Source: an optimization exercise on an open RTL-to-GDS flow (aim: small area, a short achievable clock period and few clock cycles). Production flows keep margins and buffers that such runs may drop.
At most, simulation tests tie the RTL to the original design; equivalence was not proved.
Power figures rest on the tool's default switching activity, not on a simulated workload.

gamma:
Design lce, start of the top module:
module lce #(
    parameter MAX_LEN = 64,
    parameter IDXW    = 8             
) (
    input  wire                    clk,
    input  wire                    rst,         
    input  wire                    in_valid,
    input  wire                    in_kind,     
    input  wire [15:0]             in_data,     
    output wire                    in_ready,
    output wire [7:0]              status,
    output wire [15:0]             flags,
    output wire [IDXW-1:0]         nbits,
    output wire [IDXW-1:0]         nsig,
    output wire [IDXW-1:0]         pal_start,
    output wire [IDXW-1:0]         pal_len,
    output wire [IDXW-1:0]         zr_start,
    output wire [IDXW-1:0]         zr_count,
    output wire [MAX_LEN-1:0]      bits_buf,
    output wire [4*MAX_LEN-1:0]    sig_buf
);
    localparam [1:0] ERR_INVSEL = 2'd1, ERR_CAP = 2'd2, ERR_PRECOND = 2'd3;
    localparam [1:0] M_TRK = 2'd0, M_B8ZS = 2'd1, M_HDB3 = 2'd2, M_ENC = 2'd3;
    reg [6:0]   nb_q;           
    reg [7:0]   ns_q;           
    reg [63:0]  q_q;            
    reg         par_q;          
    reg [127:0] sig_lo_q;       
    reg [31:0]  sig_hi_q;       
    reg         fault_q;
    reg [1:0]   err_q;
    reg [2:0]   sch_q;
    reg [1:0]   scr_q;
    reg         dbl_q, palv_q, zrv_q;
    reg [5:0]   zrs_q;
    reg [6:0]   zrc_q;
    reg         pend_q;
    reg         pc_q;
    reg [63:0]  p_q;            
    reg [6:0]   best_q;         
    reg [5:0]   pst_q;          
    reg [6:0]   d_q;            
    reg [6:0]   run_q;          
    reg [5:0]   rs_q;           
    reg [6:0]   bl_q;           
  ...
Size in the first run: roughly 3000 cells after synthesis, roughly 430 flip-flops, about 27000 um^2 of cells after synthesis.
Settings: LEC_CHECK=0, ABC_CLOCK_PERIOD_IN_PS=5000, CAP_MARGIN=20, CORE_MARGIN=2, CORE_UTILIZATION=50, SLEW_MARGIN=20; clock period 10.0 ns.
standard.sh (not shown) runs the stock make flow with config.mk's settings and CLKGATE_MAP_FILE= SYNTH_SCRIPT=/design/flow/synth_recipe.tcl, a recipe that flattens the netlist after the stock synthesis.
==> flow/flow/run.sh <==
#!/bin/bash
set -euo pipefail
bash standard.sh SETUP_SLACK_MARGIN=6.5 finish > standard_make.log 2>&1
The following lists how epsilon was set up differently from gamma:
-- flow/design.v --
<<< gamma, line 24
    reg [6:0]   nb_q;           
    reg [7:0]   ns_q;           
    reg [63:0]  q_q;            
    reg         par_q;          
    reg [127:0] sig_lo_q;       
    reg [31:0]  sig_hi_q;       
>>> epsilon, line 24
    reg [6:0]   nb_q;           
    reg [7:0]   ns_q;           
    reg [63:0]  b_q;            
    reg [127:0] sig_lo_q;       
    reg [31:0]  sig_hi_q;       
<<< gamma, line 65
    reg         clrp_q;         
    reg         clrt_q;         
    wire [63:0] b = q_q ^ {q_q[62:0], 1'b0};      
    wire [255:0] sig;
    genvar k;
>>> epsilon, line 64
    reg         clrp_q;         
    reg         clrt_q;         
    wire [63:0] b = b_q;
    function [63:0] prefix_xor;
        input [63:0] x;
        integer lv, j;
        reg [63:0] t;
        begin
            t = x;
            for (lv = 0; lv < 6; lv = lv + 1)
                for (j = 0; j < 64; j = j + 1)
                    if (((j + 1) % (2 << lv)) == 0)
                        t[j] = t[j] ^ t[j - (1 << lv)];
            for (lv = 4; lv >= 0; lv = lv - 1)
                for (j = 0; j < 64; j = j + 1)
                    if (((j + 1) % (2 << lv)) == (1 << lv) && j >= (2 << lv))
                        t[j] = t[j] ^ t[j - (1 << lv)];
            prefix_xor = t;
        end
    endfunction
    wire [63:0] q_q = prefix_xor(b_q);
    wire [255:0] sig;
    genvar k;
<<< gamma, line 226
        always @(posedge clk) begin
            if (tge[k])
                q_q[k] <= (k[0] == nb_q[0]) ? par_q ^ c : par_q;
            if (wlo)
                sig_lo_q[2*k +: 2] <= dlo;
>>> epsilon, line 243
        always @(posedge clk) begin
            if (tge[k])
                b_q[k] <= c;
            if (wlo)
                sig_lo_q[2*k +: 2] <= dlo;
<<< gamma, line 240
            nb_q    <= 7'd0;
            ns_q    <= 8'd0;
            par_q   <= 1'b0;
            fault_q <= 1'b0;
            err_q   <= 2'd0;
>>> epsilon, line 257
            nb_q    <= 7'd0;
            ns_q    <= 8'd0;
            fault_q <= 1'b0;
            err_q   <= 2'd0;
<<< gamma, line 293
            pend_q <= push;
            if (push) begin
                par_q  <= par_q ^ c;
                pc_q   <= c;
                nb_q   <= nb_q + 7'd1;
>>> epsilon, line 309
            pend_q <= push;
            if (push) begin
                pc_q   <= c;
                nb_q   <= nb_q + 7'd1;
<<< gamma, line 340
            if (do_clrb) begin
                nb_q   <= 7'd0;
                par_q  <= 1'b0;
                palv_q <= 1'b0;
                tsok_q <= 1'b0;
>>> epsilon, line 355
            if (do_clrb) begin
                nb_q   <= 7'd0;
                palv_q <= 1'b0;
                tsok_q <= 1'b0;
### Flow results
- Every stage of the flow completed for epsilon, and the final layout passed the timing, DRC and antenna checks.
- Delta (epsilon minus gamma): final wirelength now smaller, total non-filler cell area in the finished layout now smaller.
- When the final numbers for epsilon and gamma were put side by side, the global-route wire length before repair turned out to be greater in gamma.
- In epsilon, worst clock skew is lower than in gamma.
- Number of cells on the critical path, epsilon and gamma: smaller value in gamma
- In the flow results for epsilon and gamma, the initial core utilization is smaller on gamma.
- Looking at proportion of power drawn by flip-flops and latches, epsilon sits 6.5 points lower than gamma does.
- When epsilon is measured against gamma, its power share of the combinational group turns out 14 points higher.
- Higher die height goes to gamma over epsilon.
Testbench counts of epsilon, summed over its fixed seeds: cycles 18,203.
No functional check of the RTL was part of gamma.

* * *

== run 1 ==
lce again, from the RTL that the note above started with.
Settings: LEC_CHECK=0, ABC_CLOCK_PERIOD_IN_PS=5000, CAP_MARGIN=20, CORE_MARGIN=2, CORE_UTILIZATION=50, SETUP_SLACK_MARGIN=5, SLEW_MARGIN=20; clock period 10.0 ns.
run.sh (not shown) runs the stock make flow with config.mk's settings and CLKGATE_MAP_FILE= SYNTH_SCRIPT=/design/flow/synth_recipe.tcl, a recipe that flattens the netlist after the stock synthesis.
Stock flow here: none of the scripts above is used.
diff inputs: run 1 => run 2
--- a/flow/design.v
+++ b/flow/design.v
@@ -20,14 +20,13 @@
     output wire [4*MAX_LEN-1:0]    sig_buf
 );
     localparam [1:0] ERR_INVSEL = 2'd1, ERR_CAP = 2'd2, ERR_PRECOND = 2'd3;
     localparam [1:0] M_TRK = 2'd0, M_B8ZS = 2'd1, M_HDB3 = 2'd2, M_ENC = 2'd3;
     reg [6:0]   nb_q;           
     reg [7:0]   ns_q;           
-    reg [63:0]  q_q;            
-    reg         par_q;          
+    reg [63:0]  b_q;            
     reg [127:0] sig_lo_q;       
     reg [31:0]  sig_hi_q;       
     reg         fault_q;
     reg [1:0]   err_q;
     reg [2:0]   sch_q;
     reg [1:0]   scr_q;
@@ -61,13 +60,31 @@
     reg         soc_q;          
     reg [7:0]   pv_q;           
     reg [6:0]   rem_q;          
     reg [2:0]   esch_q;         
     reg         clrp_q;         
     reg         clrt_q;         
-    wire [63:0] b = q_q ^ {q_q[62:0], 1'b0};      
+    wire [63:0] b = b_q;
+    function [63:0] prefix_xor;
+        input [63:0] x;
+        integer lv, j;
+        reg [63:0] t;
+        begin
+            t = x;
+            for (lv = 0; lv < 6; lv = lv + 1)
+                for (j = 0; j < 64; j = j + 1)
+                    if (((j + 1) % (2 << lv)) == 0)
+                        t[j] = t[j] ^ t[j - (1 << lv)];
+            for (lv = 4; lv >= 0; lv = lv - 1)
+                for (j = 0; j < 64; j = j + 1)
+                    if (((j + 1) % (2 << lv)) == (1 << lv) && j >= (2 << lv))
+                        t[j] = t[j] ^ t[j - (1 << lv)];
+            prefix_xor = t;
+        end
+    endfunction
+    wire [63:0] q_q = prefix_xor(b_q);
     wire [255:0] sig;
     genvar k;
     generate for (k = 0; k < 64; k = k + 1) begin : g_sig
         assign sig[128 + 2*k]     = 1'b1;
         assign sig[128 + 2*k + 1] = sig_hi_q[k/2] ^ k[0];
     end endgenerate
@@ -222,13 +239,13 @@
     end endgenerate
     generate for (k = 0; k < 64; k = k + 1) begin : g_st
         wire wlo = do_enc | wblk[k/4];
         wire [1:0] dlo = do_enc ? enc_lo[2*k +: 2] : nwin[2*(k%4) +: 2];
         always @(posedge clk) begin
             if (tge[k])
-                q_q[k] <= (k[0] == nb_q[0]) ? par_q ^ c : par_q;
+                b_q[k] <= c;
             if (wlo)
                 sig_lo_q[2*k +: 2] <= dlo;
         end
         if (k >= 32) begin : g_hs
             always @(posedge clk)
                 if (do_enc)
@@ -236,13 +253,12 @@
         end
     end endgenerate
     always @(posedge clk) begin
         if (rst) begin
             nb_q    <= 7'd0;
             ns_q    <= 8'd0;
-            par_q   <= 1'b0;
             fault_q <= 1'b0;
             err_q   <= 2'd0;
             sch_q   <= 3'd7;
             scr_q   <= 2'd0;
             dbl_q   <= 1'b0;
             palv_q  <= 1'b0;
@@ -289,13 +305,12 @@
             if (f_pre) begin
                 fault_q <= 1'b1;
                 err_q   <= ERR_PRECOND;
             end
             pend_q <= push;
             if (push) begin
-                par_q  <= par_q ^ c;
                 pc_q   <= c;
                 nb_q   <= nb_q + 7'd1;
                 palv_q <= 1'b0;
                 tsok_q <= 1'b0;
             end
             if (pend_q) begin
@@ -336,13 +351,12 @@
                     end
                 end
             end
             clrp_q <= do_clrb;
             if (do_clrb) begin
                 nb_q   <= 7'd0;
-                par_q  <= 1'b0;
                 palv_q <= 1'b0;
                 tsok_q <= 1'b0;
             end
             if (clrp_q) begin
                 p_q    <= {64{1'b1}};
                 best_q <= 7'd0;
Run 2 completed every stage of the flow, and the final layout passed the timing, DRC and antenna checks.
Complex-gate fraction of the synthesized area of run 2 is on par with run 1.
Diff run 1..run 2 | clock tree buffer depth | unchanged
Layout multi-input combinational cell count shrinks by a few percent when moving from run 1 to run 2.
Fraction of power consumed by the clock network delta for run 2 relative to run 1: 7.0 points lower
In terms of sequential cell count of the final layout, run 2 and run 1 differ only marginally.
Run 1 reports its slowest stage cell on the critical path as edfxtp_1 while run 2 reports dfxtp_4.
Per the comparison of run 2 with run 1, initial standard-cell utilization of the core climbed 0.45 points, summed instance area of the synthesized netlist dropped 0.68%, time the final worst path needs with I/O delays and setup dropped 0.053 ns.
Testbench counts of run 2, summed over its fixed seeds: cycles 18,203.
No functional check of the RTL was part of run 1.

[re-timing with driven ports]
The results above use ideal ports. As a check the final layouts listed here were re-extracted and re-timed, cells and wires unchanged. Step 1: set_driving_cell puts a clkbuf_16 on clk and a buf_2 on each other input, an assumption about the parent block. Step 2 also shifts input and output timing later by t, the mid clock arrival at the registers, as if the neighbouring blocks saw the same clock. Slacks: no drivers / after step 1 / after step 2; pairs: no drivers / after step 1.
run	shift t [ns]	setup slack, ns	hold slack, ns
gamma	0.663	6.228 / 6.163 / 5.961	0.455 / 0.455 / 0.455
epsilon	0.674	6.178 / 6.178 / 5.800	0.450 / 0.450 / 0.450
run 1	0.659	5.208 / 5.146 / 5.251	0.466 / 0.466 / 0.466
run 2	0.659	5.260 / 5.260 / 5.014	0.449 / 0.449 / 0.449
After both steps every run listed still meets setup and hold. For epsilon, which loses most, drivers alone change the setup slack by 0.000 ns; drivers and shift together by -0.378 ns.
